Context: an optimization exercise on an open-source flow, tuned for small area, a short achievable clock period and few clock cycles. The choices shown serve that exercise and are no tape-out recipe. Function was checked by simulation only, so behaviour that the tests miss may differ from the original. Power figures rest on the tool's default switching activity, not on a simulated workload.

==> flow/design.v <==
module ota_core (
    input  wire        clk,
    input  wire        rst,
    input  wire        cmd_valid,
    output reg         cmd_ready,
    input  wire [2:0]  cmd_op,
    input  wire [31:0] cmd_arg,
    input  wire        in_valid,
    output reg         in_ready,
    input  wire [7:0]  in_data,
    output reg         rsp_valid,
    output reg  [31:0] rsp_data,
    output reg         out_valid,
    output reg  [7:0]  out_data,
    output reg         dict_we,
    output reg  [10:0] dict_waddr,
    output reg  [7:0]  dict_wdata,
    output reg  [10:0] dict_raddr,
    input  wire [7:0]  dict_rdata
);
    localparam [31:0] MAGIC_DEFAULT = 32'h45535033;
    localparam [2:0] OP_CFG_MAGIC = 3'd1;
    localparam [2:0] OP_START     = 3'd2;
    localparam [2:0] OP_POLL      = 3'd3;
    localparam [2:0] OP_PROGRESS  = 3'd4;
    localparam [2:0] OP_VERIFY    = 3'd5;
    localparam [2:0] OP_RELEASE   = 3'd6;
    localparam [31:0] RES_INPROGRESS = 32'd0;
    localparam [31:0] RES_DONE       = 32'd1;
    localparam [31:0] ERR_HDR_LENGTH = -32'sd8;
    localparam [31:0] ERR_HDR_MAGIC  = -32'sd9;
    localparam [31:0] ERR_CHECKSUM   = -32'sd10;
    localparam [31:0] ERR_DOWNLOAD   = -32'sd11;
    localparam [2:0] ST_IDLE      = 3'd0;
    localparam [2:0] ST_HEADER    = 3'd1;
    localparam [2:0] ST_FILE      = 3'd2;
    localparam [2:0] ST_COMPLETED = 3'd3;
    localparam [2:0] ST_MAGIC     = 3'd4;
    localparam [2:0] ST_ERROR     = 3'd5;
    reg [2:0]  st;
    reg        err_is_len;
    reg [31:0] magic_cfg;
    reg [32:0] rem;              
    reg [31:0] written;          
    reg        wrapped;          
    reg        wr_inc;           
    reg [31:0] crc;
    reg [31:0] hdr_crc;
    reg [4:0]  hdr_fill;
    reg        len_ok, mag_ok, lborrow;
    reg [31:0] cl;               
    reg [7:0]  b0, b1;           
    reg        v0, v1;
    reg [30:0] bitq;             
    reg [4:0]  bitcnt;
    reg [1:0]  nopp;             
    reg        rd_act;           
    reg        a_lit;            
    reg [3:0]  cnt;              
    reg        last;             
    reg        dv;               
    reg        d_lit;            
    reg [10:0] dp;               
    reg        go;               
    reg [2:0]  op_r;             
    reg        busy;             
    reg [31:0] crc_next;
    integer i;
    always @* begin
        crc_next = crc ^ {24'd0, b0};
        for (i = 0; i < 8; i = i + 1)
            crc_next = crc_next[0] ? ((crc_next >> 1) ^ 32'hEDB88320) : (crc_next >> 1);
    end
    wire active  = (st == ST_HEADER) || (st == ST_FILE) || (st == ST_COMPLETED);
    wire in_file = (st == ST_FILE);
    wire in_hdr  = (st == ST_HEADER);
    wire full_ok = bitq[30] ? (bitcnt >= 5'd9)  : (bitcnt >= 5'd16);
    wire part_ok = bitq[30] ? (bitcnt >= 5'd17) : (bitcnt >= 5'd24);
    wire tp      = (nopp != 2'd0) && full_ok;
    wire take    = tp && (!rd_act || last);
    wire [1:0] nopp_a = !full_ok ? 2'd0 :
                        take     ? {1'b0, nopp[1] && part_ok} :
                        (nopp[1] && !part_ok) ? 2'd1 : nopp;
    wire feed    = v0 && in_file && !nopp_a[1];
    wire ib_go   = v0 && (!in_file || !nopp_a[1]);
    wire cmd_fire = cmd_valid && cmd_ready;
    wire idle     = !go && !busy;    
    wire in_fire  = in_valid && in_ready;
    wire do_start = go && (op_r == OP_START) && !active;
    wire do_poll  = go && (op_r == OP_POLL);
    reg         took;
    wire        cl_eq0 = (cl == 32'd0);
    wire        cl_eq1 = (cl == 32'd1);
    wire        cl_eq2 = (cl == 32'd2);
    wire        more   = !(took ? cl_eq1 : cl_eq0);
    function [32:0] pfx_and;
        input [32:0] x;
        integer j, l;
        begin
            pfx_and = x;
            for (l = 0; l < 6; l = l + 1)
                for (j = 0; j < 33; j = j + 1)
                    if (j & (1 << l))
                        pfx_and[j] = pfx_and[j] & pfx_and[((j >> l) << l) - 1];
        end
    endfunction
    wire [32:0] cl_p  = pfx_and({1'b1, ~cl});
    wire [31:0] cl_z  = {cl_p[30:0], 1'b1};
    wire [32:0] rem_p = pfx_and(~rem);
    wire [32:0] rem_z = {rem_p[31:0], 1'b1};
    wire [32:0] wr_p  = pfx_and({1'b1, written});
    wire [31:0] wr_z  = {wr_p[30:0], 1'b1};
    wire poll_end = busy && !more && !v0 && !tp && !rd_act;
    wire       fwd     = wr_inc && (dp == written[10:0]);
    wire       wr_done = wrapped || (dp < written[10:0]);
    wire       s_lit   = d_lit;
    wire       s_fwd   = !d_lit && fwd;
    wire       s_ram   = !d_lit && !fwd && wr_done;
    wire       s_spc   = !d_lit && !fwd && !wr_done && (dp >= 11'd17);
    wire [7:0] dbyte   = ({8{s_lit}} & dp[7:0]) | ({8{s_fwd}} & out_data) |
                         ({8{s_ram}} & dict_rdata) | {2'b00, s_spc, 5'b00000};
    wire [38:0] ins   = {b0, 31'd0} >> bitcnt;
    wire [38:0] qx    = {bitq, 8'd0} | (feed ? ins : 39'd0);
    wire [30:0] q_n   = !take ? qx[38:8] : (bitq[30] ? qx[29:0] << 1 : qx[22:0] << 8);
    wire [4:0]  c_n   = !take ? (feed ? bitcnt + 5'd8 : bitcnt) :
                        bitq[30] ? (feed ? bitcnt - 5'd1 : bitcnt - 5'd9) :
                                   (feed ? bitcnt - 5'd8 : bitcnt - 5'd16);
    wire [7:0] rbyte = rem[8*hdr_fill[1:0] +: 8];
    wire [8:0] ldiff = {1'b0, rbyte} - {1'b0, (hdr_fill[1:0] == 2'd0) ? 8'd8 : {7'd0, lborrow}};
    wire v1_n   = (v1 && !ib_go) || (v0 && in_fire && !ib_go);
    wire more_n = in_fire ? !(took ? cl_eq2 : cl_eq1) : more;
    wire [31:0] written_n = written ^ ({32{wr_inc}} & wr_z);
    wire       r_wr  = (op_r == OP_PROGRESS) && active;
    reg  [4:0] r_code;
    always @* begin
        r_code = ERR_DOWNLOAD[4:0];
        if (busy) begin
            case (st)
            ST_HEADER:    r_code = RES_INPROGRESS[4:0];
            ST_COMPLETED: r_code = RES_DONE[4:0];
            ST_FILE:      r_code = (rem == 33'd20) ? RES_DONE[4:0] :
                                   (rem[32] || rem[31:0] < 32'd20) ? ERR_DOWNLOAD[4:0] :
                                   RES_INPROGRESS[4:0];
            ST_MAGIC:     r_code = ERR_HDR_MAGIC[4:0];
            ST_ERROR:     r_code = err_is_len ? ERR_HDR_LENGTH[4:0] : ERR_DOWNLOAD[4:0];
            default:      r_code = ERR_DOWNLOAD[4:0];
            endcase
        end else begin
            case (op_r)
            OP_CFG_MAGIC: r_code = active ? ERR_DOWNLOAD[4:0] : RES_DONE[4:0];
            OP_PROGRESS, OP_VERIFY: begin
                if (st == ST_MAGIC)
                    r_code = ERR_HDR_MAGIC[4:0];
                else if (st == ST_ERROR)
                    r_code = err_is_len ? ERR_HDR_LENGTH[4:0] : ERR_DOWNLOAD[4:0];
                else if (op_r == OP_VERIFY && st == ST_COMPLETED)
                    r_code = (~crc == hdr_crc) ? RES_DONE[4:0] : ERR_CHECKSUM[4:0];
                else
                    r_code = ERR_DOWNLOAD[4:0];
            end
            OP_RELEASE:   r_code = RES_DONE[4:0];
            default:      r_code = ERR_DOWNLOAD[4:0];
            endcase
        end
    end
    always @* begin
        rsp_data   = cl;
        dict_we    = out_valid;
        dict_wdata = out_data;
        dict_waddr = written[10:0];
    end
    always @(posedge clk) begin
        if (rst) begin
            st        <= ST_IDLE;
            cmd_ready <= 1'b1;
            go        <= 1'b0;
            busy      <= 1'b0;
            in_ready  <= 1'b0;
            magic_cfg <= MAGIC_DEFAULT;
            rsp_valid <= 1'b0;
            out_valid <= 1'b0;
            v0        <= 1'b0;
            v1        <= 1'b0;
            nopp      <= 2'd0;
            rd_act    <= 1'b0;
            dv        <= 1'b0;
        end else begin
            go        <= cmd_fire;
            rsp_valid <= go ? (op_r != OP_POLL) : poll_end;
            cmd_ready <= cmd_ready ? !cmd_valid : (go ? (op_r != OP_POLL) : poll_end);
            busy      <= busy ? !poll_end : do_poll;
            if (go && op_r == OP_CFG_MAGIC && !active)
                magic_cfg <= cl;
            if (do_start)
                st <= ST_HEADER;
            else if (go && op_r == OP_RELEASE)
                st <= ST_IDLE;
            else if (ib_go && in_hdr && hdr_fill == 5'd19)
                st <= (!len_ok || lborrow) ? ST_ERROR : (!mag_ok ? ST_MAGIC : ST_FILE);
            else if (poll_end && in_file && (rem == 33'd20))
                st <= ST_COMPLETED;
            else if (poll_end && in_file && (rem[32] || rem[31:0] < 32'd20))
                st <= ST_ERROR;
            if (cmd_fire)
                in_ready <= 1'b1;
            else
                in_ready <= (busy || do_poll) && more_n && !v1_n;
            v0 <= ib_go ? (v1 || in_fire) : (v0 || in_fire);
            v1 <= v1_n;
            if (do_start)
                nopp <= 2'd0;
            else if (in_file)
                nopp <= nopp_a + {1'b0, feed};
            rd_act    <= take || (rd_act && !last);
            dv        <= rd_act;
            out_valid <= dv;
        end
    end
    always @(posedge clk) begin
        if (idle)
            op_r <= cmd_op;
        if (idle)
            cl <= cmd_arg;
        else if ((go && !(op_r == OP_POLL || (op_r == OP_START && !active))) || poll_end)
            cl <= (go && r_wr) ? written_n : {{27{r_code[4]}}, r_code};
        else
            cl <= cl ^ ({32{took}} & cl_z);       
        took <= in_fire;
        if (ib_go || !v0)
            b0 <= v1 ? b1 : in_data;
        if (!v1)
            b1 <= in_data;
        if (poll_end && in_file)
            err_is_len <= 1'b0;
        if (do_start) begin
            rem      <= {1'b0, cl};
            crc      <= 32'hFFFFFFFF;
            hdr_fill <= 5'd0;
            len_ok   <= 1'b1;
            mag_ok   <= 1'b1;
            lborrow  <= 1'b0;
        end else begin
            if (ib_go && in_file)
                rem <= rem ^ rem_z;                              
            if (ib_go && in_hdr) begin
                hdr_fill <= hdr_fill + 5'd1;
                if (hdr_fill[4:2] == 3'd0) begin
                    len_ok  <= len_ok && (b0 == ldiff[7:0]);
                    lborrow <= ldiff[8];
                end
                if (hdr_fill[4:2] == 3'd1)
                    hdr_crc <= {b0, hdr_crc[31:8]};
                if (hdr_fill[4:2] == 3'd2)
                    mag_ok <= mag_ok && (b0 == magic_cfg[8*hdr_fill[1:0] +: 8]);
                if (hdr_fill >= 5'd8)
                    crc <= crc_next;
                if (hdr_fill == 5'd19)
                    err_is_len <= 1'b1;
            end else if (ib_go && in_file) begin
                crc <= crc_next;
            end
        end
        if (do_start) begin
            bitq   <= 31'd0;
            bitcnt <= 5'd0;
        end else begin
            bitq   <= q_n;
            bitcnt <= c_n;
        end
        if (take) begin
            a_lit      <= bitq[30];
            dict_raddr <= bitq[30] ? {3'd0, bitq[29:22]} : bitq[29:19] + 11'd17;
            cnt        <= bitq[18:15];
            last       <= bitq[30];
        end else begin
            a_lit      <= 1'b0;
            dict_raddr <= dict_raddr + 11'd1;
            cnt        <= cnt - 4'd1;
            last       <= (cnt == 4'd0);
        end
        d_lit    <= a_lit;
        dp       <= dict_raddr;
        out_data <= dbyte;
        written  <= do_start ? 32'd0 : written_n;
        wrapped  <= do_start ? 1'b0 : (wrapped || (wr_inc && written[10:0] == 11'd2047));
        wr_inc   <= dv;
    end
endmodule
==> flow/flow/run.sh <==
#!/bin/bash
set -euo pipefail
bash standard.sh SETUP_SLACK_MARGIN=6.95 finish > standard_flow.log 2>&1
==> flow/standard.sh <==
#!/bin/bash
# synth_recipe.tcl (not shown) runs the flow's synth.tcl, then flattens the netlist and writes it again
# the make line also repeats each setting of config.mk as NAME=value (left out here)
make -C /OpenROAD-flow-scripts/flow DESIGN_CONFIG=/design/flow/config.mk WORK_HOME=/design/flow/orfs CLKGATE_MAP_FILE= SYNTH_SCRIPT=/design/flow/synth_recipe.tcl "${@:-finish}"
==> flow/config.mk <==
export PLATFORM = sky130hd
export DESIGN_NAME = ota_core
export DESIGN_NICKNAME = ota_core
export VERILOG_FILES = /design/flow/design.v
export SDC_FILE = /design/flow/constraint.sdc
export NUM_CORES = 4
export LEC_CHECK = 0
export CAP_MARGIN = 20
export CORE_MARGIN = 2
export CORE_UTILIZATION = 40
export CTS_CLUSTER_DIAMETER = 100
export CTS_CLUSTER_SIZE = 24
export PLACE_DENSITY = 0.7
export SLEW_MARGIN = 20
==> flow/constraint.sdc <==
create_clock -name core_clock -period 10.0 [get_ports {clk}]
set_input_delay 2.0000 -clock core_clock [delete_from_list [all_inputs] [get_ports {clk}]]
set_output_delay 2.0000 -clock core_clock [all_outputs]
set_load 0.01 [all_outputs]
==> results by group, run 1 <==
Synthesis
  • Syn Area/Cell: 9.09 sq um
  • Synthesized flop and latch total: 312
  • Distinct cells, synth: 79
  • Mux contribution to synthesized area: 4.67%
  • Main combinational cell family by area after synthesis: simple AND/OR/NAND/NOR gates
  • Compound-Gate Fraction of Synth Area: 13.7%
  • Top FF cell, synth: dfxtp_1
  • Synth warn: 1
  • Post-synth EDFFs: 75
  • Mapped Cells: 1,823
  • Adder-Cell Fraction of Synth Area: 2.70%
  • Xor/xnor cell area share of the yosys netlist: 11.9%
  • Simple-gate area share of the yosys netlist: 20.3%
  • Post-synthesis instance area: 16,600 sq um
  • Seq/Total Area, Yosys: 42.2%
  • Async set-reset flop share out of synthesis: 0%
  • Synth Net Count: 1,913

Die
  • I/O pin count: 130
  • Initial Util: 40.6%
  • Rows: 74
  • Die height: 207 um
  • Die width: 207 um
  • Die ar.: 43,100 sq um
  • CORE AREA: 40,800 sq um

Finish
  • Final core utilization: 47.3%
  • Synthesis-to-layout area growth: 16.6%
  • Fin nets: 2,021
  • Antenna Cells: 0
  • Non-Filler Instances: 2,470
  • Layout cell share with drive strength beyond 1: 18.2%

Power
  • Worst vdd ir: 0.109 mV
  • Leakage Power: 6.98 nW
  • Power Dens Cells: 189 nW/um^2
  • Overall power: 3.65 mW

CTS
  • Clk root buf: clkbuf_16
  • Clock Path Buffers: 3
  • Clk slew on worst S/H paths: 0.11 ns
  • Htree depth: 1
  • Sink Count: 312
  • TritonCTS Buffers: 17
  • Clk latency of the worst-skew pair: 0.53 ns
  • Number of hold buffers added after CTS: 0
  • CTS tree: built

Place
  • Hpwl dp: 34.2 mm
  • Dpl cells: 2,372
  • IO buf count: 129
  • DP Worst Slack: 5.82 ns
  • RePlAce Congestion: 0.917

Route
  • Remaining antenna violation count: 0
  • Final WL: 49.2 mm
  • Met3 routed WL: 3.62 mm
  • Pre-antenna DRT Iters: 6
  • Metal2 WL: 23.2 mm
  • Via-to-Cell Ratio: 5.70
  • Drt initial violations: 1,127
  • Metal1 wirelength: 20.4 mm
  • Routed WL per cell: 19.9 um
  • Top Metal Used: met4
  • Via count: 14,077
  • # DRC: 0

Worst setup path
  • WP buf/inv: 1
  • WS Path Type: flip-flop to output pin
  • Worst EP required: 8.00 ns
  • CP arrival: 1.04 ns
  • Crit-path cells: buf_6
  • CP max stage delay: 0.41 ns
  • Critical Path Fanout Max: 2
  • CP Capture Type: output pin
  • Crit-path slowest cell: dfxtp_4
  • Largest delay contributor family on the critical path: flip-flops
  • RR Endpoint: cl[10]
  • Startpoint types: flip-flop
  • Reg2reg setup slack: 6.98 ns
  • Worst reg-to-reg path cell count: 8
  • RR Startpoint: rem[21]

Global routing
  • First-pass GRT wire length: 76.9 mm
  • Via count of the first global-routing pass: 13,704
  • Remaining global-route overflow: 0
  • Initial antenna violation count: 0
  • Largest net degree at the start of global routing: 77
  • Tot GR Track Use: 22.0%

Run status
  • Status: finished clean

STA
  • Upper clock frequency limit: 328 MHz
  • RSZ-0062 raised after global routing: yes
  • Max Slew Vio Count: 0
  • Worst-Margin Slew: 0.900 ns
  • Fin crit share: 30.4%
  • Final WS setup: 6.96 ns
  • Final setup viols: 0
  • Setup TNS: 0 ns
  • Fin. Hold Viols: 0
  • Post-layout min period: 3.04 ns
  • Clock Skews: 0.0289 ns
  • Worst slew margin: 39.4%

Flow run
  • Max-Cap Viols: 0

Worst hold path
  • Hold crit path type: flip-flop to flip-flop
  • Hold Path End: d_lit
  • Hold Crit Start: a_lit
  • Hold path cells: 0
-- worst max path at each step --
| stage | startpoint | end | slack, ns | cells after the start |
|---|---|---|---|---|
| 4_1_cts | cl[9] | cl[10] | 6.92 | 7 |
| 2_1_floorplan | hdr_fill[0] | len_ok | 6.95 | 11 |
| 5_1_grt | rem[21] | cl[10] | 6.94 | 8 |
| 6_report | cl[0] | rsp_data[0] | 6.96 | 1 |
| 3_5_place_dp | bitcnt[3] | cl[10] | 5.82 | 7 |
| 3_3_place_gp | bitcnt[3] | cl[15] | 5.93 | 7 |
-- cell usage in the layout, fill, tap and decap left out, types with 17 or more instances in the layout --
cell / netlist / layout
mux4_2: 21 / 21
o21ai_0: 88 / 88
inv_1: 40 / 39
dfxtp_2: 0 / 24
nand3_1: 54 / 52
o22ai_1: 23 / 23
nor3_1: 42 / 41
clkbuf_16: 0 / 17
nand2_1: 230 / 229
buf_4: 22 / 83
buf_2: 7 / 44
dfxtp_4: 0 / 47
xnor2_1: 127 / 127
and2_1: 43 / 42
buf_6: 2 / 29
clkdlybuf4s50_1: 0 / 54
edfxtp_1: 75 / 75
xor2_1: 98 / 98
dfxtp_1: 237 / 166
ha_1: 35 / 35
nor2_1: 128 / 125
a31oi_1: 21 / 21
nand4_1: 32 / 32
nor2b_1: 19 / 19
a21oi_1: 96 / 94
o211ai_1: 31 / 31
-- cell families (layout without fill, tap and decap cells) --
kind of cell,after synthesis,in the layout
AND/OR/NAND/NOR,673,675
AO/OA/AOI/OAI,358,358
flip-flops,312,312
XOR/XNOR,225,225
buffers and inverters,170,283
multiplexers,49,49
adder cells (fa/ha/maj),36,36
-- synthesized netlist by cell type, drive strengths merged, types with 5 or more instances --
cell type	number	area (sq um)
nand3b	16	120
a21o	6	45.0
o22ai	23	144
buf	36	241
or4	13	105
nor2b	19	119
a22oi	5	37.5
ha	35	438
o211ai	31	233
clkbuf	90	338
mux4	21	473
edfxtp	75	2250
or2	10	62.6
xnor2	127	1110
mux2i	12	120
or3	12	75.1
xor2	98	858
nand3	54	270
nor2	128	480
nor3b	8	60.1
a211oi	27	243
and2	43	269
and3	11	68.8
o32ai	5	43.8
nor3	45	240
o21a	6	45.0
o21ai	93	465
nor4	18	146
dfxtp	237	4740
mux2	16	180
nand2	230	863
inv	40	150
nand4	32	200
nand2b	14	87.6
a21oi	96	480
a31oi	21	131
-- through the flow --
stage / hold WS [ns] / cell area, sq um
finish: 0.347 / 19300
global route: 0.360 / 19300
CTS: 0.343 / 19000
detailed placement: 0.319 / 18100
global placement: 0.318 / 18100
floorplan: 0.310 / 16600
-- state kept, by name, indices dropped and copies added (netlist names), 2 cells and up --
register,count
op_r,3
crc,32
written,32
b0,8
rem,33
st,3
cnt,4
bitcnt,5
dp,11
nopp,2
magic_cfg,32
hdr_fill,5
bitq,31
out_data,8
cl,32
b1,8
dict_raddr,11
hdr_crc,32
-- where the power goes --
group	internal (mW)	switching [mW]	leakage, nW
Combinational	0.573	0.647	4.08
Sequential	1.48	0.203	2.67
Clock	0.323	0.425	0.232
-- worst reg2reg max path: cells and delay by family (launching register included) --
kind,cells,cell delay [ns]
AND/OR/NAND/NOR,3,1.21
AO/OA/AOI/OAI,4,1.10
flip-flops,1,0.48
buffers and inverters,1,0.17
-- cell type report --
class,count,area [sq um]
Clock buffer,23,448
Clock inverter,3,30.0
Fill cell,3852,21500
Inverter,44,168
Multi-Input combinational cell,1343,9040
Sequential cell,312,7200
Tap cell,532,666
Timing Repair Buffer,213,1760
-- timing repair --
item                                    CTS  global route
endpoints found under the setup margin  231           112
cloned                                    0             2
gates resized for setup                 465            45
setup buffers                            57            11
pin swaps                                 1             8
-- layer usage --
metal	GRT usage, %	up-vias
met2	36.6	540
met5	0	-
met4	8.67	0
met1	28.7	6809
met3	3.31	94
li1	-	6634
Testbench counts, summed over its fixed seeds: cycles 130,440.
==> run 2, diff against run 1 <==
--- a/flow/config.mk
+++ b/flow/config.mk
@@ -10,5 +10,4 @@
 export CORE_UTILIZATION = 40
 export CTS_CLUSTER_DIAMETER = 100
 export CTS_CLUSTER_SIZE = 24
-export PLACE_DENSITY = 0.7
 export SLEW_MARGIN = 20
==> run 2 against run 1 <==
Net effect:
- still clean
- die area unchanged
- synthesized cell count did not move
- combinational power is essentially flat
- synthesized area unchanged
- register-to-register slack improved by 0.02 ns
- count of clock-buffer cells in the layout is the same
- via count is 0.90% lower
- global-route usage grew 0.79 points
- design area up 0.23%
- first-iteration DRC count shrank 4.2%
- critical path type unchanged
- critical endpoint is now in_ready
- largest power group unchanged
==> results by group, run 2 <==
Run status
  • Status: finished clean

Finish
  • Non-Filler Instances: 2,474 (+0.16%)
  • Most flops, register: rem
  • Commonest non-fill, non-tap cell in the layout: nand2_1
  • Most frequent cells in the layout: nand2_1, dfxtp_1, xnor2_1
  • Layout cell share with drive strength beyond 1: 18.4% (+0.22 points)
  • Synthesis-to-layout area growth: 16.9%
  • Fin nets: 2,024 (+0.15%)
  • Max FFs per register: 33 (unchanged)
  • Antenna Cells: 0 (unchanged)

Synthesis
  • Async set-reset flop share out of synthesis: 0% (unchanged)
  • Top FF cell, synth: dfxtp_1
  • Synthesized flop and latch total: 312 (unchanged)
  • Main combinational cell family by area after synthesis: simple AND/OR/NAND/NOR gates
  • Post-synthesis instance area: 16,600 sq um (unchanged)
  • Synth Net Count: 1,913 (unchanged)
  • Adder-Cell Fraction of Synth Area: 2.70% (unchanged)
  • Mux contribution to synthesized area: 4.67% (unchanged)
  • Distinct cells, synth: 79 (unchanged)
  • Most area-hungry cell type in the Yosys netlist: dfxtp_1
  • Top cell type's share of synthesized area: 28.6% (unchanged)
  • Simple-gate area share of the yosys netlist: 20.3% (unchanged)
  • Syn Area/Cell: 9.09 sq um (unchanged)
  • Seq/Total Area, Yosys: 42.2% (unchanged)
  • Most frequent cell after synthesis: dfxtp_1
  • Post-synth EDFFs: 75 (unchanged)
  • Compound-Gate Fraction of Synth Area: 13.7% (unchanged)
  • Synth warn: 1 (unchanged)
  • Mapped Cells: 1,823 (unchanged)
  • Synth cell count leaders: dfxtp_1, nand2_1, nor2_1
  • Xor/xnor cell area share of the yosys netlist: 11.9% (unchanged)
  • Synth top area cells: dfxtp_1, edfxtp_1, xnor2_1, nand2_1, xor2_1

Route
  • Pre-antenna DRT Iters: 6 (unchanged)
  • Final WL: 50.9 mm (+3.5%)
  • Via count: 13,951 (-0.90%)
  • Via-to-Cell Ratio: 5.64 (-1.1%)
  • Remaining antenna violation count: 0 (unchanged)
  • Drt initial violations: 1,080 (-4.2%)
  • # DRC: 0 (unchanged)
  • Routed WL per cell: 20.6 um (+3.3%)

Global routing
  • Via count of the first global-routing pass: 13,445 (-1.9%)
  • First-pass GRT wire length: 78.5 mm (+2.0%)
  • Initial antenna violation count: 0 (unchanged)
  • Tot GR Track Use: 22.8% (+0.79 points)
  • Largest net degree at the start of global routing: 51 (-34%)
  • Remaining global-route overflow: 0 (unchanged)

Die
  • I/O pin count: 130 (unchanged)
  • Die ar.: 43,100 sq um (unchanged)
  • Initial Util: 40.6% (unchanged)
  • Die width: 207 um (unchanged)
  • Die height: 207 um (unchanged)
  • Rows: 74 (unchanged)
  • CORE AREA: 40,800 sq um (unchanged)

CTS
  • Htree depth: 1 (unchanged)
  • Clock Path Buffers: 3 (unchanged)
  • TritonCTS Buffers: 17 (unchanged)
  • Clk root buf: clkbuf_16
  • Clk latency of the worst-skew pair: 0.53 ns (about the same)
  • Clk slew on worst S/H paths: 0.10 ns (about the same)
  • Sink Count: 312 (unchanged)
  • CTS tree: built

Power
  • Leakage Power: 7.00 nW (+0.30%)
  • Worst vdd ir: 0.129 mV (+19%)
  • Power Dens Cells: 190 nW/um^2 (+0.40%)

Place
  • Dpl cells: 2,376 (+0.17%)
  • IO buf count: 129 (unchanged)
  • RePlAce Congestion: 0.904 (-1.4%)
  • Hpwl dp: 35.3 mm (+3.1%)

Worst setup path
  • Largest delay contributor family on the critical path: flip-flops
  • CP arrival: 1.04 ns (about the same)
  • Worst EP required: 8.00 ns (about the same)
  • Critical Path Fanout Max: 2 (unchanged)
  • WP buf/inv: 1 (unchanged)
  • CP Capture Type: output pin
  • Crit-path cells: buf_4
  • WS Path Type: flip-flop to output pin
  • Startpoint types: flip-flop
  • CP max stage delay: 0.36 ns (-0.05 ns)
  • Crit-path slowest cell: dfxtp_1

STA
  • Clock Skews: 0.0274 ns (-0.00143 ns)
  • Fin. Hold Viols: 0 (unchanged)
  • Post-layout min period: 3.04 ns (-0.00397 ns)
  • Worst slew margin: 44.0% (+4.6 points)
  • Setup TNS: 0 ns (unchanged)
  • Final setup viols: 0 (unchanged)
  • Upper clock frequency limit: 329 MHz (+0.13%)
  • Fin crit share: 30.4% (-0.040 points)
  • Worst-Margin Slew: 0.834 ns (-0.0660 ns)
  • RSZ-0062 raised after global routing: yes
  • Max Slew Vio Count: 0 (unchanged)

Worst hold path
  • Hold crit path type: flip-flop to flip-flop

Flow run
  • Max-Cap Viols: 0 (unchanged)
==> run 2: cell counts after synthesis <==
Identical to the previous run, type by type.
==> run 2: final cells by class <==
type                            instances  area, sq um
Tap cell                              532          666
Clock inverter                          4         28.8
Inverter                               44          174
Fill cell                            3868        21500
Sequential cell                       312         7190
Timing Repair Buffer                  215         1790
Clock buffer                           23          458
Multi-Input combinational cell       1344         9050
==> run 2: per-layer routing <==
| metal | wire length [um] | vias to the layer above | global-route usage [%] |
|---|---|---|---|
| li1 | - | 6651 | - |
| met3 | 2610 | 75 | 2.62 |
| met2 | 24400 | 423 | 38.6 |
| met1 | 22000 | 6802 | 29.8 |
| met4 | 1900 | 0 | 8.57 |
| met5 | 0 | - | 0 |
==> run 2: logic make-up after synthesis <==
group | Yosys count
compound gates | 358
xor+xnor | 225
fa+ha+maj | 36
buf+inv | 170
flops | 312
mux | 49
simple gates | 673
==> run 2: final timing paths <==
kind,start,end,slack (ns),cells after the start
worst max-delay path,in_ready,in_ready,6.96,1
worst min-delay path,a_lit,d_lit,0.33,0
worst max register to register,cl[16],st[2],7.00,10
worst min register to register,a_lit,d_lit,0.33,0
==> run 2: what timing repair did <==
action / 4_1_cts / 5_1_grt
setup buffers: 54 / 13
hold buffers: 0 / 0
endpoints found under the setup margin: 231 / 156
gates cloned: 2 / 1
resized for setup: 455 / 58
pin swaps: 4 / 4
==> run 2: where the power goes <==
| part | switching (mW) | internal, mW | total (mW) | leakage [nW] |
|---|---|---|---|---|
| Sequential | 0.197 | 1.48 | 1.68 | 2.67 |
| Clock | 0.436 | 0.329 | 0.765 | 0.240 |
| Combinational | 0.651 | 0.578 | 1.23 | 4.09 |
| Total | 1.28 | 2.39 | 3.67 | 7.00 |
==> run 2: stage by stage <==
step                setup WS (ns)  util (%)  hold slack, ns  power (mW)  cell area [sq um]
floorplan                    6.95         -           0.310        2.46              16600
global placement             5.94      44.3           0.314        2.84              18100
detailed placement           5.72      44.4           0.314        2.85              18100
CTS                          6.92      46.6           0.337        3.65              19000
global route                 6.83      47.4           0.342        3.88              19400
finish                       6.96      47.4           0.335        3.67              19400
==> run 3, diff against run 2 <==
==> flow/flow/run.sh (replaced) <==
#!/bin/bash
set -euo pipefail
bash standard.sh SETUP_SLACK_MARGIN=6.95 BUFFER_PORTS_ARGS=-buffer_cell\ sky130_fd_sc_hd__buf_1 finish > standard_flow.log 2>&1
==> run 3 against run 2 <==
Net effect:
- sequential share of layout area grew 0.58 points
- register-to-register slack worse by 0.04 ns
- synthesized area unchanged
- highest routed layer unchanged
- global-route usage shrank 0.78 points
- final cell count increased by 0.28%
- non-clock buffer count up 8
- largest power group unchanged
- design area fell by 1.6%
- synthesized cell count stayed put
- sequential power hardly changed
- combinational power barely moved
- worst hold slack improved by 0.0011 ns
==> results by group, run 3 <==
Die
  • Die width: 207 um (unchanged)
  • Rows: 74 (unchanged)
  • I/O pin count: 130 (unchanged)
  • Initial Util: 40.6% (unchanged)
  • Die ar.: 43,100 sq um (unchanged)
  • CORE AREA: 40,800 sq um (unchanged)
  • Die height: 207 um (unchanged)

Worst setup path
  • Crit-path slowest cell: dfxtp_4
  • Crit-path cells: buf_6
  • Startpoint types: flip-flop
  • CP max stage delay: 0.40 ns (+0.04 ns)
  • Critical Path Fanout Max: 7 (+5)
  • CP Capture Type: output pin
  • WP buf/inv: 1 (unchanged)
  • Worst EP required: 8.00 ns (about the same)
  • WS Path Type: flip-flop to output pin
  • Largest delay contributor family on the critical path: flip-flops
  • CP arrival: 1.07 ns (+0.03 ns)

Finish
  • Max FFs per register: 33 (unchanged)
  • Fillers: 3,942 (+1.9%)
  • Post-route design area: 19,100 sq um (-1.6%)
  • Antenna Cells: 0 (unchanged)
  • Synthesis-to-layout area growth: 15.1%
  • Most frequent cells in the layout: nand2_1, dfxtp_1, xnor2_1
  • Most flops, register: rem
  • Layout cell share with drive strength beyond 1: 18.7% (+0.29 points)
  • Final core utilization: 46.7% (-0.74 points)
  • Commonest non-fill, non-tap cell in the layout: nand2_1
  • Fin nets: 2,032 (+0.40%)

CTS
  • Clk latency of the worst-skew pair: 0.53 ns (about the same)
  • Clock Path Buffers: 3 (unchanged)
  • CTS tree: built
  • Clk slew on worst S/H paths: 0.10 ns (about the same)
  • Clk root buf: clkbuf_16
  • Number of hold buffers added after CTS: 0 (unchanged)
  • Sink Count: 312 (unchanged)
  • TritonCTS Buffers: 17 (unchanged)
  • Htree depth: 1 (unchanged)

Synthesis
  • Synthesized flop and latch total: 312 (unchanged)
  • Synth cell count leaders: dfxtp_1, nand2_1, nor2_1
  • Syn Area/Cell: 9.09 sq um (unchanged)
  • Post-synth EDFFs: 75 (unchanged)
  • Distinct cells, synth: 79 (unchanged)
  • Synth Net Count: 1,913 (unchanged)
  • Post-synthesis instance area: 16,600 sq um (unchanged)
  • Synth warn: 1 (unchanged)
  • Most frequent cell after synthesis: dfxtp_1
  • Most area-hungry cell type in the Yosys netlist: dfxtp_1
  • Mapped Cells: 1,823 (unchanged)
  • Top cell type's share of synthesized area: 28.6% (unchanged)
  • Async set-reset flop share out of synthesis: 0% (unchanged)
  • Synth top area cells: dfxtp_1, edfxtp_1, xnor2_1, nand2_1, xor2_1
  • Top FF cell, synth: dfxtp_1
  • Seq/Total Area, Yosys: 42.2% (unchanged)

STA
  • Setup TNS: 0 ns (unchanged)
  • Worst slew margin: 38.3% (-5.7 points)
  • Upper clock frequency limit: 325 MHz (-1.0%)
  • Post-layout min period: 3.07 ns (+0.0318 ns)
  • Clock Skews: 0.0224 ns (-0.00499 ns)
  • Max Slew Vio Count: 0 (unchanged)
  • Worst-Margin Slew: 0.919 ns (+0.0849 ns)
  • Fin crit share: 30.7% (+0.32 points)
  • Final WS setup: 6.93 ns (-0.0318 ns)
  • Fin. Hold Viols: 0 (unchanged)
  • Final setup viols: 0 (unchanged)
  • RSZ-0062 raised after global routing: yes
  • Hold slack: 0.336 ns (+0.00109 ns)

Power
  • Worst vdd ir: 0.115 mV (-10%)
  • Leakage Power: 6.91 nW (-1.3%)
  • Power Dens Cells: 192 nW/um^2 (+1.3%)

Global routing
  • Remaining global-route overflow: 0 (unchanged)
  • Tot GR Track Use: 22.0% (-0.78 points)
  • Via count of the first global-routing pass: 13,639 (+1.4%)
  • First-pass GRT wire length: 76.6 mm (-2.4%)
  • Initial antenna violation count: 0 (unchanged)
  • Largest net degree at the start of global routing: 62 (+22%)

Place
  • IO buf count: 129 (unchanged)
  • Dpl cell area: 17,300 sq um (-4.6%)
  • RePlAce Congestion: 0.901 (-0.37%)
  • Hpwl dp: 34.4 mm (-2.4%)
  • DP Worst Slack: 5.81 ns (+0.0818 ns)

Run status
  • Status: finished clean

Worst hold path
  • Hold crit path type: flip-flop to flip-flop

Flow run
  • Max-Cap Viols: 0 (unchanged)

Route
  • # DRC: 0 (unchanged)
  • Pre-antenna DRT Iters: 6 (unchanged)
  • Drt initial violations: 986 (-8.7%)
  • Via-to-Cell Ratio: 5.64 (about the same)
  • Final WL: 49.8 mm (-2.2%)
  • Routed WL per cell: 20.1 um (-2.4%)
  • Remaining antenna violation count: 0 (unchanged)
  • Via count: 13,982 (+0.22%)
-- run 3: cell type report --
| type | instances | area (sq um) | share of cell area, % |
|---|---|---|---|
| Sequential cell | 312 | 7190 | 37.7 |
| Multi-Input combinational cell | 1344 | 9020 | 47.3 |
| Clock buffer | 24 | 472 | 2.48 |
| Clock inverter | 2 | 25.0 | 0.131 |
| Tap cell | 532 | 666 | 3.49 |
| Timing Repair Buffer | 223 | 1520 | 7.95 |
| Inverter | 44 | 171 | 0.899 |
-- run 3: kinds of logic (layout without fill, tap and decap cells) --
| kind of cell | count (synthesis) | after routing | share of synthesized area, % |
|---|---|---|---|
| flip-flops | 312 | 312 | 42.2 |
| AO/OA/AOI/OAI | 358 | 358 | 13.7 |
| multiplexers | 49 | 49 | 4.67 |
| XOR/XNOR | 225 | 225 | 11.9 |
| buffers and inverters | 170 | 293 | 4.49 |
| adder cells (fa/ha/maj) | 36 | 36 | 2.70 |
| AND/OR/NAND/NOR | 673 | 676 | 20.3 |
-- run 3: path summary, 6_finish.rpt --
check	start	endpoint	slack [ns]	depth (start not counted)
setup / recovery	cl[9]	rsp_data[9]	6.93	1
setup reg to reg	rem[21]	cl[23]	6.96	8
hold reg to reg	a_lit	d_lit	0.34	0
hold / removal	a_lit	d_lit	0.34	0
-- run 3: per-stage QoR --
step	total power [mW]	cells
floorplan	2.46	1823
global placement	2.72	2372
detailed placement	2.74	2373
CTS	3.62	2449
global route	3.86	2481
finish	3.66	2481
-- run 3: where the power goes --
| part | internal (mW) | switching (mW) |
|---|---|---|
| Sequential | 1.48 | 0.200 |
| Combinational | 0.561 | 0.651 |
| Clock | 0.336 | 0.435 |
| Total | 2.37 | 1.29 |
-- run 3: timing repair --
item,in CTS,in global routing
pin swaps,2,11
buffers inserted,50,27
endpoints found under the setup margin,234,159
cloned,0,4
resized for setup,223,49
-- run 3: routing by layer --
layer  global-route usage (%)  share of wire, %  up-vias
li1                         -                 -     6655
met4                     7.54               3.6        0
met5                        0                 0        -
met3                     2.51               5.3       88
met1                     28.9                43     6825
met2                     37.6                48      414
==> run 4, diff against run 3 <==
==> flow/flow/run.sh (replaced) <==
#!/bin/bash
set -euo pipefail
bash standard.sh SETUP_SLACK_MARGIN=6.9 BUFFER_PORTS_ARGS=-buffer_cell\ sky130_fd_sc_hd__buf_2 finish > standard_flow.log 2>&1
==> run 4 against run 3 <==
Net effect:
- count of clock-buffer cells in the layout shrank 2
- sequential share of layout area grew 0.78 points
- total power shrank 2.7%
- synthesized cell count is the same
- non-clock buffer count shrank 39
- die area is the same
- register-to-register slack lost 0.02 ns
- setup slack lost 0.013 ns
- largest cell class unchanged
- largest power group unchanged
==> results by group, run 4 <==
Run status
  • Status: finished clean

CTS
  • TritonCTS Buffers: 17 (unchanged)
  • Clk slew on worst S/H paths: 0.10 ns (about the same)
  • CTS tree: built
  • Htree depth: 1 (unchanged)
  • Clk root buf: clkbuf_16
  • Clock Path Buffers: 3 (unchanged)
  • Clk latency of the worst-skew pair: 0.53 ns (about the same)
  • Sink Count: 312 (unchanged)
  • Number of hold buffers added after CTS: 0 (unchanged)

Route
  • Via-to-Cell Ratio: 5.63 (-0.19%)
  • Final WL: 49.4 mm (-0.88%)
  • Via count: 13,731 (-1.8%)
  • # DRC: 0 (unchanged)
  • Pre-antenna DRT Iters: 5 (-1)
  • Drt initial violations: 1,181 (+20%)
  • Remaining antenna violation count: 0 (unchanged)
  • Routed WL per cell: 20.2 um (+0.74%)

Synthesis
  • Synthesized flop and latch total: 312 (unchanged)
  • Seq/Total Area, Yosys: 42.2% (unchanged)
  • Compound-Gate Fraction of Synth Area: 13.7% (unchanged)
  • Async set-reset flop share out of synthesis: 0% (unchanged)
  • Syn Area/Cell: 9.09 sq um (unchanged)
  • Post-synthesis instance area: 16,600 sq um (unchanged)
  • Top FF cell, synth: dfxtp_1
  • Mapped Cells: 1,823 (unchanged)
  • Synth Net Count: 1,913 (unchanged)
  • Main combinational cell family by area after synthesis: simple AND/OR/NAND/NOR gates
  • Adder-Cell Fraction of Synth Area: 2.70% (unchanged)
  • Post-synth EDFFs: 75 (unchanged)
  • Most frequent cell after synthesis: dfxtp_1
  • Synth cell count leaders: dfxtp_1, nand2_1, nor2_1
  • Synth top area cells: dfxtp_1, edfxtp_1, xnor2_1, nand2_1, xor2_1
  • Most area-hungry cell type in the Yosys netlist: dfxtp_1
  • Distinct cells, synth: 79 (unchanged)
  • Synth warn: 1 (unchanged)
  • Xor/xnor cell area share of the yosys netlist: 11.9% (unchanged)
  • Top cell type's share of synthesized area: 28.6% (unchanged)
  • Simple-gate area share of the yosys netlist: 20.3% (unchanged)
  • Mux contribution to synthesized area: 4.67% (unchanged)

Global routing
  • Largest net degree at the start of global routing: 62 (unchanged)
  • Remaining global-route overflow: 0 (unchanged)
  • Via count of the first global-routing pass: 13,311 (-2.4%)
  • Tot GR Track Use: 22.1% (+0.12 points)
  • Initial antenna violation count: 0 (unchanged)
  • First-pass GRT wire length: 76.9 mm (+0.36%)

Finish
  • Post-route design area: 18,600 sq um (-2.5%)
  • Most frequent cells in the layout: nand2_1, dfxtp_1, xnor2_1
  • Commonest non-fill, non-tap cell in the layout: nand2_1
  • Max FFs per register: 33 (unchanged)
  • Most flops, register: rem
  • Antenna Cells: 0 (unchanged)
  • Synthesis-to-layout area growth: 12.2%
  • Fin nets: 1,993 (-1.9%)
  • Non-Filler Instances: 2,441 (-1.6%)
  • Final core utilization: 45.5% (-1.2 points)
  • Layout cell share with drive strength beyond 1: 18.8% (+0.077 points)

Die
  • Die width: 207 um (unchanged)
  • CORE AREA: 40,800 sq um (unchanged)
  • Die ar.: 43,100 sq um (unchanged)
  • Initial Util: 40.6% (unchanged)
  • Die height: 207 um (unchanged)
  • Rows: 74 (unchanged)
  • I/O pin count: 130 (unchanged)

Worst setup path
  • Worst Setup EP: rsp_data[23]
  • CP arrival: 1.09 ns (+0.02 ns)
  • Worst reg-to-reg path cell count: 7 (-1)
  • Crit-path cells: buf_2
  • WP buf/inv: 1 (unchanged)
  • RR Endpoint: cl[10]
  • CP Capture Type: output pin
  • Crit-path slowest cell: dfxtp_4
  • Startpoint types: flip-flop
  • Largest delay contributor family on the critical path: flip-flops
  • RR Startpoint: rem[11]
  • CP max stage delay: 0.41 ns (about the same)
  • Critical path startpoint: cl[23]
  • Reg2reg setup slack: 6.94 ns (-0.02 ns)
  • Critical Path Fanout Max: 5 (-2)
  • Worst EP required: 8.00 ns (about the same)
  • CP Depth: 1 (unchanged)
  • WS Path Type: flip-flop to output pin

STA
  • Worst-Margin Slew: 0.913 ns (-0.00594 ns)
  • Post-layout min period: 3.09 ns (+0.0133 ns)
  • Clock Skews: 0.0276 ns (+0.00512 ns)
  • Fin crit share: 30.9% (+0.13 points)
  • RSZ-0062 raised after global routing: yes
  • Fin. Hold Viols: 0 (unchanged)
  • Final setup viols: 0 (unchanged)
  • Max Slew Vio Count: 0 (unchanged)
  • Upper clock frequency limit: 324 MHz (-0.43%)
  • Final WS setup: 6.91 ns (-0.0133 ns)
  • Worst slew margin: 38.7% (+0.40 points)
  • Setup TNS: 0 ns (unchanged)
  • Hold slack: 0.339 ns (+0.00303 ns)

Power
  • Worst vdd ir: 0.138 mV (+20%)
  • Overall power: 3.56 mW (-2.7%)
  • Power Dens Cells: 192 nW/um^2 (-0.24%)
  • Leakage Power: 6.79 nW (-1.7%)

Worst hold path
  • Hold crit path type: flip-flop to flip-flop

Place
  • Hpwl dp: 34.6 mm (+0.38%)
  • Dpl cells: 2,372 (-0.042%)
  • DP Worst Slack: 5.82 ns (+0.0147 ns)
  • Dpl cell area: 17,400 sq um (+0.88%)
  • RePlAce Congestion: 0.892 (-0.98%)
  • IO buf count: 129 (unchanged)

Flow run
  • Max-Cap Viols: 0 (unchanged)
## run 4: cell counts after synthesis
Identical to the previous run, type by type.
## run 4: per-layer routing
layer  GRT usage, %  wire length, um  up-vias
li1               -                -     6566
met1           29.7            21400     6672
met2           37.7            24000      434
met3           2.31             2730       59
met4           6.28             1260        0
met5              0                0        -
## run 4: worst min-delay path by stage
stage | start | end | slack [ns] | cells past startpoint
6_report | a_lit | d_lit | 0.34 | 0
5_1_grt | a_lit | d_lit | 0.35 | 0
4_1_cts | a_lit | d_lit | 0.34 | 0
3_5_place_dp | a_lit | d_lit | 0.32 | 0
3_3_place_gp | a_lit | d_lit | 0.31 | 0
2_1_floorplan | a_lit | d_lit | 0.31 | 0
## run 4: kinds of logic (layout without fill, tap and decap cells)
kind of cell,after synthesis,count (layout)
simple gates,673,676
compound gates,358,358
flops,312,312
xor+xnor,225,225
buf+inv,170,253
mux,49,49
fa+ha+maj,36,36
## run 4: area by class of cell
class,count,area (sq um)
flip-flops and latches,312,7160
fillers,3912,22200
inverters,44,170
multi-input cells,1344,8990
clock inverters,3,28.8
repair buffers,184,1120
clock buffers,22,444
well taps,532,666
## run 4: timing repair
action                                  CTS  global route
pin swaps                                 2             6
cloned                                    1             2
hold endpoints to repair                  0             0
buffers inserted                         21            19
gates resized for setup                 103            31
endpoints found under the setup margin  199           133
## run 4: report_power, final
| group | internal [mW] | leakage, nW | switching (mW) |
|---|---|---|---|
| Sequential | 1.47 | 2.67 | 0.224 |
| Combinational | 0.505 | 3.89 | 0.602 |
| Clock | 0.322 | 0.232 | 0.437 |
==> run 5, diff against run 4 <==
==> flow/flow/run.sh (replaced) <==
#!/bin/bash
set -euo pipefail
bash standard.sh SETUP_SLACK_MARGIN=6.8 BUFFER_PORTS_ARGS=-buffer_cell\ sky130_fd_sc_hd__buf_2 finish > standard_flow.log 2>&1
==> run 5 against run 4 <==
Net effect:
- design area down 2.2%
- clock skew down 0.0018 ns
- count of clock-buffer cells in the layout up 2
- clock power up 4.5%
- critical path depth unchanged
- highest routed layer unchanged
- total power down 0.21%
==> results by group, run 5 <==
Run status
  • Status: finished clean

STA
  • Max Slew Vio Count: 0 (unchanged)
  • Hold slack: 0.341 ns (+0.00175 ns)
  • Setup TNS: 0 ns (unchanged)
  • RSZ-0062 raised after global routing: yes
  • Fin. Hold Viols: 0 (unchanged)
  • Final WS setup: 6.83 ns (-0.0862 ns)
  • Fin crit share: 31.7% (+0.86 points)
  • Worst-Margin Slew: 1.18 ns (+0.262 ns)
  • Worst slew margin: 21.6% (-17 points)
  • Upper clock frequency limit: 315 MHz (-2.7%)
  • Final setup viols: 0 (unchanged)
  • Clock Skews: 0.0258 ns (-0.00178 ns)
  • Post-layout min period: 3.17 ns (+0.0862 ns)

CTS
  • Clk latency of the worst-skew pair: 0.54 ns (about the same)
  • Number of hold buffers added after CTS: 0 (unchanged)
  • Htree depth: 1 (unchanged)
  • TritonCTS Buffers: 17 (unchanged)
  • Clk root buf: clkbuf_16
  • Clk slew on worst S/H paths: 0.11 ns (about the same)
  • Sink Count: 312 (unchanged)
  • Clock Path Buffers: 3 (unchanged)
  • CTS tree: built

Synthesis
  • Syn Area/Cell: 9.09 sq um (unchanged)
  • Synth top area cells: dfxtp_1, edfxtp_1, xnor2_1, nand2_1, xor2_1
  • Synthesized flop and latch total: 312 (unchanged)
  • Synth cell count leaders: dfxtp_1, nand2_1, nor2_1
  • Mapped Cells: 1,823 (unchanged)
  • Synth warn: 1 (unchanged)
  • Post-synthesis instance area: 16,600 sq um (unchanged)
  • Top FF cell, synth: dfxtp_1
  • Synth Net Count: 1,913 (unchanged)
  • Async set-reset flop share out of synthesis: 0% (unchanged)
  • Top cell type's share of synthesized area: 28.6% (unchanged)
  • Most frequent cell after synthesis: dfxtp_1
  • Post-synth EDFFs: 75 (unchanged)
  • Distinct cells, synth: 79 (unchanged)
  • Most area-hungry cell type in the Yosys netlist: dfxtp_1
  • Seq/Total Area, Yosys: 42.2% (unchanged)

Die
  • Rows: 74 (unchanged)
  • I/O pin count: 130 (unchanged)
  • Die ar.: 43,100 sq um (unchanged)
  • Initial Util: 40.6% (unchanged)
  • Die height: 207 um (unchanged)
  • Die width: 207 um (unchanged)
  • CORE AREA: 40,800 sq um (unchanged)

Global routing
  • Largest net degree at the start of global routing: 63 (+1.6%)
  • First-pass GRT wire length: 76.7 mm (-0.28%)
  • Initial antenna violation count: 0 (unchanged)
  • Via count of the first global-routing pass: 13,308 (-0.023%)
  • Remaining global-route overflow: 0 (unchanged)
  • Tot GR Track Use: 22.1% (about the same)

Worst setup path
  • Worst EP required: 8.00 ns (about the same)
  • Critical path startpoint: cl[7]
  • Crit-path cells: buf_2
  • Critical Path Fanout Max: 5 (unchanged)
  • Reg2reg setup slack: 6.93 ns (about the same)
  • CP arrival: 1.17 ns (+0.08 ns)
  • CP Capture Type: output pin
  • RR Startpoint: rem[8]
  • Startpoint types: flip-flop
  • Crit-path slowest cell: dfxtp_1
  • CP max stage delay: 0.45 ns (+0.04 ns)
  • WS Path Type: flip-flop to output pin
  • Largest delay contributor family on the critical path: flip-flops
  • WP buf/inv: 1 (unchanged)

Finish
  • Fillers: 3,945 (+0.84%)
  • Max FFs per register: 33 (unchanged)
  • Antenna Cells: 0 (unchanged)
  • Area of the multi-input gates: 8960 sq um (-0.38%)
  • Most frequent cells in the layout: nand2_1, dfxtp_1, xnor2_1
  • Layout cell share with drive strength beyond 1: 15.6% (-3.2 points)
  • Commonest non-fill, non-tap cell in the layout: nand2_1
  • Storage element area: 7050 sq um (-1.5%)
  • Fin nets: 1,954 (-2.0%)
  • Most flops, register: rem
  • Synthesis-to-layout area growth: 9.78%

Worst hold path
  • Hold Crit Start: a_lit
  • Hold crit path type: flip-flop to flip-flop

Place
  • DP Worst Slack: 5.79 ns (-0.0313 ns)
  • IO buf count: 129 (unchanged)
  • Hpwl dp: 35.0 mm (+1.2%)
  • RePlAce Congestion: 0.911 (+2.1%)

Power
  • Int Pwr: 2.29 mW (-0.27%)
  • Seq pwr share: 47.9% (+0.3 points)
  • Net Sw Frac: 35.5% (+0.042 points)
  • Combinational share of power: 29.8% (-1.3 points)
  • Worst vdd ir: 0.132 mV (-4.3%)
  • Clock Power Share: 22.3% (+1.0 points)
  • Leakage Power: 6.59 nW (-2.8%)
  • Sw Pwr: 1.26 mW (about the same)
  • Power Dens Cells: 196 nW/um^2 (+2.0%)

Route
  • Remaining antenna violation count: 0 (unchanged)
  • Pre-antenna DRT Iters: 5 (unchanged)
  • Final WL: 48.7 mm (-1.4%)
  • # DRC: 0 (unchanged)
  • Routed WL per cell: 20.2 um (about the same)
  • Via count: 13,496 (-1.7%)
  • Drt initial violations: 1,133 (-4.1%)
  • Via-to-Cell Ratio: 5.61 (-0.24%)

Flow run
  • Max-Cap Viols: 0 (unchanged)
## run 5: cell counts after synthesis
No cell type changed its count.
## run 5: routing by layer
metal	vias to the layer above	wire [um]	global-route usage (%)	share of wire [%]
met1	6537	21700	29.9	45
met2	370	23000	36.8	47
met5	-	0	0	0
met3	78	2300	2.62	4.7
li1	6511	-	-	-
met4	0	1700	7.44	3.5
## run 5: worst paths after layout
kind	to	depth (start not counted)
setup / recovery	rsp_data[7]	1
hold / removal	d_lit	0
setup reg to reg	cl[11]	8
hold reg to reg	d_lit	0
## run 5: power groups by stage
| stage | combinational (mW) | clock (mW) | sequential [mW] |
|---|---|---|---|
| floorplan | 0.808 | 0 | 1.65 |
| global placement | 1.04 | 0 | 1.71 |
| detailed placement | 1.05 | 0 | 1.72 |
| CTS | 1.06 | 0.813 | 1.70 |
| global route | 1.18 | 0.854 | 1.73 |
| finish | 1.06 | 0.793 | 1.70 |
## run 5: cells by family (layout without fill, tap and decap cells)
kind of cell | count (synthesis) | count (layout) | synth area share, %
AOI/OAI and AO/OA | 358 | 358 | 13.7
xor gates and xnor gates | 225 | 225 | 11.9
adders and majority gates | 36 | 36 | 2.70
buffers and inverters | 170 | 218 | 4.49
DFF | 312 | 312 | 42.2
muxes | 49 | 49 | 4.67
and+or+nand+nor | 673 | 675 | 20.3
## run 5: cell type report
class	count	share of cell area, %
clock inverters	4	0.206
flip-flops and latches	312	38.8
repair buffers	146	4.47
clock buffers	24	2.66
multi-input cells	1343	49.3
well taps	532	3.66
inverters	44	0.936
## run 5: through the flow
stage	std cells	total power, mW	utilization [%]	cell area [sq um]
4_1_cts	2402	3.57	44.3	18100
3_3_place_gp	2371	2.75	42.7	17400
3_5_place_dp	2372	2.76	42.7	17400
5_1_grt	2405	3.76	44.5	18200
6_report	2405	3.56	44.5	18200
2_1_floorplan	1823	2.46	-	16600
## run 5: timing repair
| action | 4_1_cts | 5_1_grt |
|---|---|---|
| cloned | 1 | 1 |
| endpoints found under the setup margin | 167 | 119 |
| pin swaps | 2 | 2 |
| buffers inserted | 1 | 2 |
| gates resized for setup | 43 | 24 |
==> run 6, diff against run 5 <==
==> flow/flow/run.sh (replaced) <==
#!/bin/bash
set -euo pipefail
bash standard.sh SETUP_SLACK_MARGIN=6.7 BUFFER_PORTS_ARGS=-buffer_cell\ sky130_fd_sc_hd__buf_2 finish > standard_flow.log 2>&1
==> run 6 against run 5 <==
Net effect:
- final cell count hardly changed
- via count shrank 0.16%
- sequential power hardly changed
- register-to-register slack worse by 0.11 ns
- first-iteration DRC count is 1.3% lower
- total power shrank 0.29%
- still clean on timing, DRC and antenna
- synthesized cell count unchanged
- sequential share of layout area about the same
- clock skew grew 0.00059 ns
- critical endpoint is now rsp_data[3]
- global-route usage about the same
- die area unchanged
- clock power barely moved
==> results by group, run 6 <==
STA
  • Worst-Margin Slew: 1.17 ns (-0.00949 ns)
  • Worst slew margin: 22.3% (+0.63 points)
  • Setup TNS: 0 ns (unchanged)
  • Max Slew Vio Count: 0 (unchanged)
  • Fin crit share: 32.6% (+0.85 points)
  • Final WS setup: 6.74 ns (-0.0854 ns)
  • Fin. Hold Viols: 0 (unchanged)
  • Final setup viols: 0 (unchanged)
  • Clock Skews: 0.0264 ns (+0.000589 ns)
  • Post-layout min period: 3.26 ns (+0.0854 ns)
  • Upper clock frequency limit: 307 MHz (-2.6%)
  • RSZ-0062 raised after global routing: yes

Route
  • Remaining antenna violation count: 0 (unchanged)
  • Routed WL per cell: 20.2 um (-0.14%)
  • # DRC: 0 (unchanged)
  • Final WL: 48.6 mm (-0.23%)
  • Via-to-Cell Ratio: 5.61 (about the same)
  • Pre-antenna DRT Iters: 5 (unchanged)
  • Drt initial violations: 1,118 (-1.3%)
  • Via count: 13,475 (-0.16%)

Place
  • DP Worst Slack: 5.79 ns (unchanged)
  • Hpwl dp: 35.0 mm (unchanged)
  • RePlAce Congestion: 0.911 (unchanged)
  • IO buf count: 129 (unchanged)

Die
  • Die width: 207 um (unchanged)
  • Die height: 207 um (unchanged)
  • I/O pin count: 130 (unchanged)
  • Die ar.: 43,100 sq um (unchanged)
  • Initial Util: 40.6% (unchanged)
  • Rows: 74 (unchanged)
  • CORE AREA: 40,800 sq um (unchanged)

Finish
  • Max FFs per register: 33 (unchanged)
  • Commonest non-fill, non-tap cell in the layout: nand2_1
  • Fillers: 3,957 (+0.30%)
  • Most flops, register: rem
  • Most frequent cells in the layout: nand2_1, dfxtp_1, buf_2
  • Layout cell share with drive strength beyond 1: 14.3% (-1.3 points)
  • Fin nets: 1,952 (-0.10%)
  • Antenna Cells: 0 (unchanged)
  • Synthesis-to-layout area growth: 9.32%

Global routing
  • Tot GR Track Use: 22.1% (about the same)
  • Via count of the first global-routing pass: 13,299 (-0.068%)
  • Initial antenna violation count: 0 (unchanged)
  • Largest net degree at the start of global routing: 63 (unchanged)
  • First-pass GRT wire length: 76.7 mm (about the same)
  • Remaining global-route overflow: 0 (unchanged)

Worst setup path
  • WP buf/inv: 1 (unchanged)
  • WS Path Type: flip-flop to output pin
  • CP max stage delay: 0.52 ns (+0.07 ns)
  • CP arrival: 1.26 ns (+0.09 ns)
  • Critical Path Fanout Max: 7 (+2)
  • CP Capture Type: output pin
  • Startpoint types: flip-flop
  • Largest delay contributor family on the critical path: flip-flops
  • Crit-path slowest cell: dfxtp_1
  • Worst EP required: 8.00 ns (about the same)
  • Crit-path cells: buf_2

Synthesis
  • Async set-reset flop share out of synthesis: 0% (unchanged)
  • Compound-Gate Fraction of Synth Area: 13.7% (unchanged)
  • Main combinational cell family by area after synthesis: simple AND/OR/NAND/NOR gates
  • Most area-hungry cell type in the Yosys netlist: dfxtp_1
  • Post-synth EDFFs: 75 (unchanged)
  • Synth cell count leaders: dfxtp_1, nand2_1, nor2_1
  • Simple-gate area share of the yosys netlist: 20.3% (unchanged)
  • Xor/xnor cell area share of the yosys netlist: 11.9% (unchanged)
  • Synth warn: 1 (unchanged)
  • Synth Net Count: 1,913 (unchanged)
  • Most frequent cell after synthesis: dfxtp_1
  • Top FF cell, synth: dfxtp_1
  • Mux contribution to synthesized area: 4.67% (unchanged)
  • Top cell type's share of synthesized area: 28.6% (unchanged)
  • Synthesized flop and latch total: 312 (unchanged)
  • Adder-Cell Fraction of Synth Area: 2.70% (unchanged)
  • Mapped Cells: 1,823 (unchanged)
  • Seq/Total Area, Yosys: 42.2% (unchanged)
  • Synth top area cells: dfxtp_1, edfxtp_1, xnor2_1, nand2_1, xor2_1
  • Syn Area/Cell: 9.09 sq um (unchanged)
  • Distinct cells, synth: 79 (unchanged)
  • Post-synthesis instance area: 16,600 sq um (unchanged)

Worst hold path
  • Hold crit path type: flip-flop to flip-flop

Power
  • Int Pwr: 2.29 mW (-0.24%)
  • Net Sw Frac: 35.5% (about the same)
  • Seq pwr share: 47.9% (about the same)
  • Sw Pwr: 1.26 mW (-0.38%)
  • Leakage Power: 6.57 nW (-0.36%)
  • Combinational share of power: 29.8% (about the same)
  • Clock Power Share: 22.3% (about the same)
  • Worst vdd ir: 0.130 mV (-1.5%)
  • Power Dens Cells: 196 nW/um^2 (+0.14%)

CTS
  • Sink Count: 312 (unchanged)
  • Clk latency of the worst-skew pair: 0.54 ns (about the same)
  • CTS tree: built
  • Number of hold buffers added after CTS: 0 (unchanged)
  • Clk slew on worst S/H paths: 0.11 ns (about the same)
  • TritonCTS Buffers: 17 (unchanged)
  • Htree depth: 1 (unchanged)
  • Clk root buf: clkbuf_16
  • Clock Path Buffers: 3 (unchanged)

Flow run
  • Max-Cap Viols: 0 (unchanged)

Run status
  • Status: finished clean
==> run 6: cell counts after synthesis <==
Identical to the previous run, type by type.
==> run 6: area by class of cell <==
cell class	count	area, sq um	area share (%)
Clock inverter	4	37.5	0.207
Inverter	44	170	0.940
Multi-Input combinational cell	1343	8940	49.4
Timing Repair Buffer	144	786	4.34
Sequential cell	312	7020	38.8
Clock buffer	24	483	2.67
Tap cell	532	666	3.68
==> run 6: cells by family (layout without fill, tap and decap cells) <==
kind of cell / after synthesis / after routing
AND/OR/NAND/NOR: 673 / 675
AO/OA/AOI/OAI: 358 / 358
flip-flops: 312 / 312
XOR/XNOR: 225 / 225
buffers and inverters: 170 / 216
multiplexers: 49 / 49
adder cells (fa/ha/maj): 36 / 36
==> run 6: path summary, 6_finish.rpt <==
path	startpoint	endpoint	slack, ns	cells after the start
min reg2reg	a_lit	d_lit	0.34	0
min	a_lit	d_lit	0.34	0
max reg2reg	rem[8]	cl[6]	6.82	7
max	cl[3]	rsp_data[3]	6.74	1
==> run 6: through the flow <==
stage	util [%]	power, mW	cell area, sq um	hold slack [ns]	std cells
5_1_grt	44.3	3.75	18100	0.351	2403
3_5_place_dp	42.7	2.76	17400	0.319	2372
3_3_place_gp	42.7	2.75	17400	0.314	2371
2_1_floorplan	-	2.46	16600	0.310	1823
4_1_cts	44.1	3.56	18000	0.345	2402
6_report	44.3	3.54	18100	0.340	2403
==> run 6: power by group through the flow <==
stage / sequential (mW) / combinational (mW) / clock, mW
after floorplan: 1.65 / 0.808 / 0
after global placement: 1.71 / 1.04 / 0
after detailed placement: 1.72 / 1.05 / 0
after CTS: 1.69 / 1.06 / 0.813
after global routing: 1.72 / 1.17 / 0.854
final: 1.70 / 1.06 / 0.790
==> run 6: layer usage <==
layer	routed length (um)	vias to the layer above	GRT usage [%]
met4	1740	0	7.39
met1	21700	6527	29.9
met3	2360	81	2.62
li1	-	6503	-
met2	22800	364	36.9
met5	0	-	0
==> run 6: timing repair <==
item,CTS,global route
setup endpoints to repair,134,100
pin swaps,2,1
buffers inserted,1,0
gates cloned,1,1
gates resized for setup,18,20
hold endpoints to repair,0,0
==> run 7, diff against run 6 <==
==> flow/flow/run.sh (replaced) <==
#!/bin/bash
set -euo pipefail
bash standard.sh SETUP_SLACK_MARGIN=6.6 BUFFER_PORTS_ARGS=-buffer_cell\ sky130_fd_sc_hd__buf_2 finish > standard_flow.log 2>&1
==> run 7 against run 6 <==
Net effect:
- clock power fell by 2%
- die area did not move
- setup slack got worse by 0.088 ns
- design area fell by 0.35%
- critical path depth did not move
- flip-flop and latch count did not move
- synthesized cell count did not move
- first-iteration DRC count rose by 0.63%
- critical path type unchanged
- largest power group unchanged
==> results by group, run 7 <==
Run status
  • Status: finished clean

Place
  • RePlAce Congestion: 0.890 (-2.3%)
  • Dpl cells: 2,374 (+0.084%)
  • Hpwl dp: 34.6 mm (-1.1%)
  • IO buf count: 129 (unchanged)

Power
  • Worst vdd ir: 0.106 mV (-19%)
  • Power Dens Cells: 195 nW/um^2 (-0.29%)
  • Leakage Power: 6.55 nW (-0.34%)

STA
  • Upper clock frequency limit: 299 MHz (-2.6%)
  • Fin crit share: 33.5% (+0.88 points)
  • Max Slew Vio Count: 0 (unchanged)
  • Worst-Margin Slew: 1.20 ns (+0.0374 ns)
  • Fin. Hold Viols: 0 (unchanged)
  • Clock Skews: 0.0411 ns (+0.0147 ns)
  • Worst slew margin: 19.8% (-2.5 points)
  • Final setup viols: 0 (unchanged)
  • Post-layout min period: 3.35 ns (+0.0885 ns)
  • Hold slack: 0.339 ns (-0.00125 ns)
  • RSZ-0062 raised after global routing: yes
  • Setup TNS: 0 ns (unchanged)

Finish
  • Synthesis-to-layout area growth: 8.93%
  • Layout cell share with drive strength beyond 1: 13.5% (-0.85 points)
  • Final core utilization: 44.2% (-0.16 points)
  • Non-Filler Instances: 2,402 (-0.042%)
  • Commonest non-fill, non-tap cell in the layout: dfxtp_1
  • Most frequent cells in the layout: dfxtp_1, nand2_1, buf_2
  • Antenna Cells: 0 (unchanged)
  • Most flops, register: rem
  • Fin nets: 1,953 (+0.051%)
  • Max FFs per register: 33 (unchanged)

Synthesis
  • Synth warn: 1 (unchanged)
  • Mapped Cells: 1,823 (unchanged)
  • Seq/Total Area, Yosys: 42.2% (unchanged)
  • Distinct cells, synth: 79 (unchanged)
  • Async set-reset flop share out of synthesis: 0% (unchanged)
  • Most frequent cell after synthesis: dfxtp_1
  • Syn Area/Cell: 9.09 sq um (unchanged)
  • Top FF cell, synth: dfxtp_1
  • Post-synthesis instance area: 16,600 sq um (unchanged)
  • Top cell type's share of synthesized area: 28.6% (unchanged)
  • Synth cell count leaders: dfxtp_1, nand2_1, nor2_1
  • Synthesized flop and latch total: 312 (unchanged)
  • Synth top area cells: dfxtp_1, edfxtp_1, xnor2_1, nand2_1, xor2_1
  • Synth Net Count: 1,913 (unchanged)
  • Post-synth EDFFs: 75 (unchanged)
  • Most area-hungry cell type in the Yosys netlist: dfxtp_1

Global routing
  • Largest net degree at the start of global routing: 59 (-6.3%)
  • Initial antenna violation count: 0 (unchanged)
  • Tot GR Track Use: 21.4% (-0.70 points)
  • Via count of the first global-routing pass: 13,075 (-1.7%)
  • Remaining global-route overflow: 0 (unchanged)
  • First-pass GRT wire length: 74.6 mm (-2.7%)

CTS
  • Clk root buf: clkbuf_16
  • Clk latency of the worst-skew pair: 0.53 ns (about the same)
  • TritonCTS Buffers: 17 (unchanged)
  • Clock Path Buffers: 3 (unchanged)
  • Sink Count: 312 (unchanged)
  • Number of hold buffers added after CTS: 0 (unchanged)
  • Htree depth: 1 (unchanged)
  • Clk slew on worst S/H paths: 0.10 ns (about the same)
  • CTS tree: built

Worst setup path
  • Reg2reg setup slack: 6.77 ns (-0.05 ns)
  • Largest delay contributor family on the critical path: flip-flops
  • CP max stage delay: 0.59 ns (+0.07 ns)
  • Worst EP required: 8.00 ns (about the same)
  • Critical Path Fanout Max: 7 (unchanged)
  • RR Startpoint: rem[8]
  • Startpoint types: flip-flop
  • RR Endpoint: cl[15]
  • Crit-path slowest cell: dfxtp_1
  • WS Path Type: flip-flop to output pin
  • CP Capture Type: output pin
  • CP arrival: 1.35 ns (+0.09 ns)
  • Worst reg-to-reg path cell count: 7 (unchanged)
  • WP buf/inv: 1 (unchanged)
  • Crit-path cells: buf_2

Flow run
  • Max-Cap Viols: 0 (unchanged)

Worst hold path
  • Hold crit path type: flip-flop to flip-flop
  • Hold Path End: d_lit
  • Hold Crit Start: a_lit
  • Hold path cells: 0 (unchanged)

Route
  • # DRC: 0 (unchanged)
  • Final WL: 47.4 mm (-2.5%)
  • Pre-antenna DRT Iters: 6 (+1)
  • Remaining antenna violation count: 0 (unchanged)
  • Routed WL per cell: 19.7 um (-2.4%)
  • Drt initial violations: 1,125 (+0.63%)
  • Via-to-Cell Ratio: 5.60 (about the same)
  • Via count: 13,457 (-0.13%)

Die
  • Die ar.: 43,100 sq um (unchanged)
  • Die width: 207 um (unchanged)
  • CORE AREA: 40,800 sq um (unchanged)
  • Initial Util: 40.6% (unchanged)
  • Rows: 74 (unchanged)
  • Die height: 207 um (unchanged)
  • I/O pin count: 130 (unchanged)
[run 7: routing by layer]
metal / routed length (um) / up-vias / track usage [%]
met2: 22600 / 376 / 36.3
li1: - / 6500 / -
met4: 1310 / 0 / 5.34
met1: 20700 / 6504 / 28.8
met5: 0 / - / 0
met3: 2760 / 77 / 3.04
[run 7: cells by family after synthesis]
| family | count (synthesis) | synth area share, % |
|---|---|---|
| XOR/XNOR | 225 | 11.9 |
| adder cells (fa/ha/maj) | 36 | 2.70 |
| multiplexers | 49 | 4.67 |
| flip-flops | 312 | 42.2 |
| AO/OA/AOI/OAI | 358 | 13.7 |
| AND/OR/NAND/NOR | 673 | 20.3 |
| buffers and inverters | 170 | 4.49 |
[run 7: how the worst max path moves through the flow]
stage | start | endpoint | cells past startpoint
finish | cl[8] | rsp_data[8] | 1
global placement | bitcnt[3] | cl[10] | 7
global route | bitcnt[3] | bitq[28] | 8
CTS | st[2] | bitq[5] | 7
detailed placement | bitcnt[3] | cl[15] | 7
floorplan | hdr_fill[0] | len_ok | 11
[run 7: metrics by stage]
step	setup WS, ns	total power [mW]	cell area, sq um
after floorplan	6.64	2.46	16600
after global placement	5.96	2.74	17400
after detailed placement	5.84	2.76	17500
after CTS	6.61	3.54	18000
after global routing	6.51	3.72	18000
final	6.65	3.52	18000
[run 7: cell type report]
type,instances,area [sq um]
repair buffers,147,812
multi-input cells,1341,8890
well taps,532,666
clock inverters,2,20.0
clock buffers,24,483
inverters,44,166
fillers,3980,22800
flip-flops and latches,312,7010
[run 7: power by group]
| part | switching, mW | internal (mW) |
|---|---|---|
| logic | 0.576 | 0.479 |
| clock network | 0.430 | 0.344 |
| registers | 0.233 | 1.46 |
| total | 1.24 | 2.28 |
[run 7: timing repair]
item	in CTS	in global routing
pin swaps	1	1
resized for setup	10	6
buffers inserted	0	1
endpoints found under the setup margin	113	26

Check on run 7: ideal ports give 6.654 ns setup slack; a clkbuf_16 on the clock port and buf_2 on the inputs give 6.597 ns; moving port delays by the midpoint clock arrival (0.570 ns) as well gives 6.539 ns.
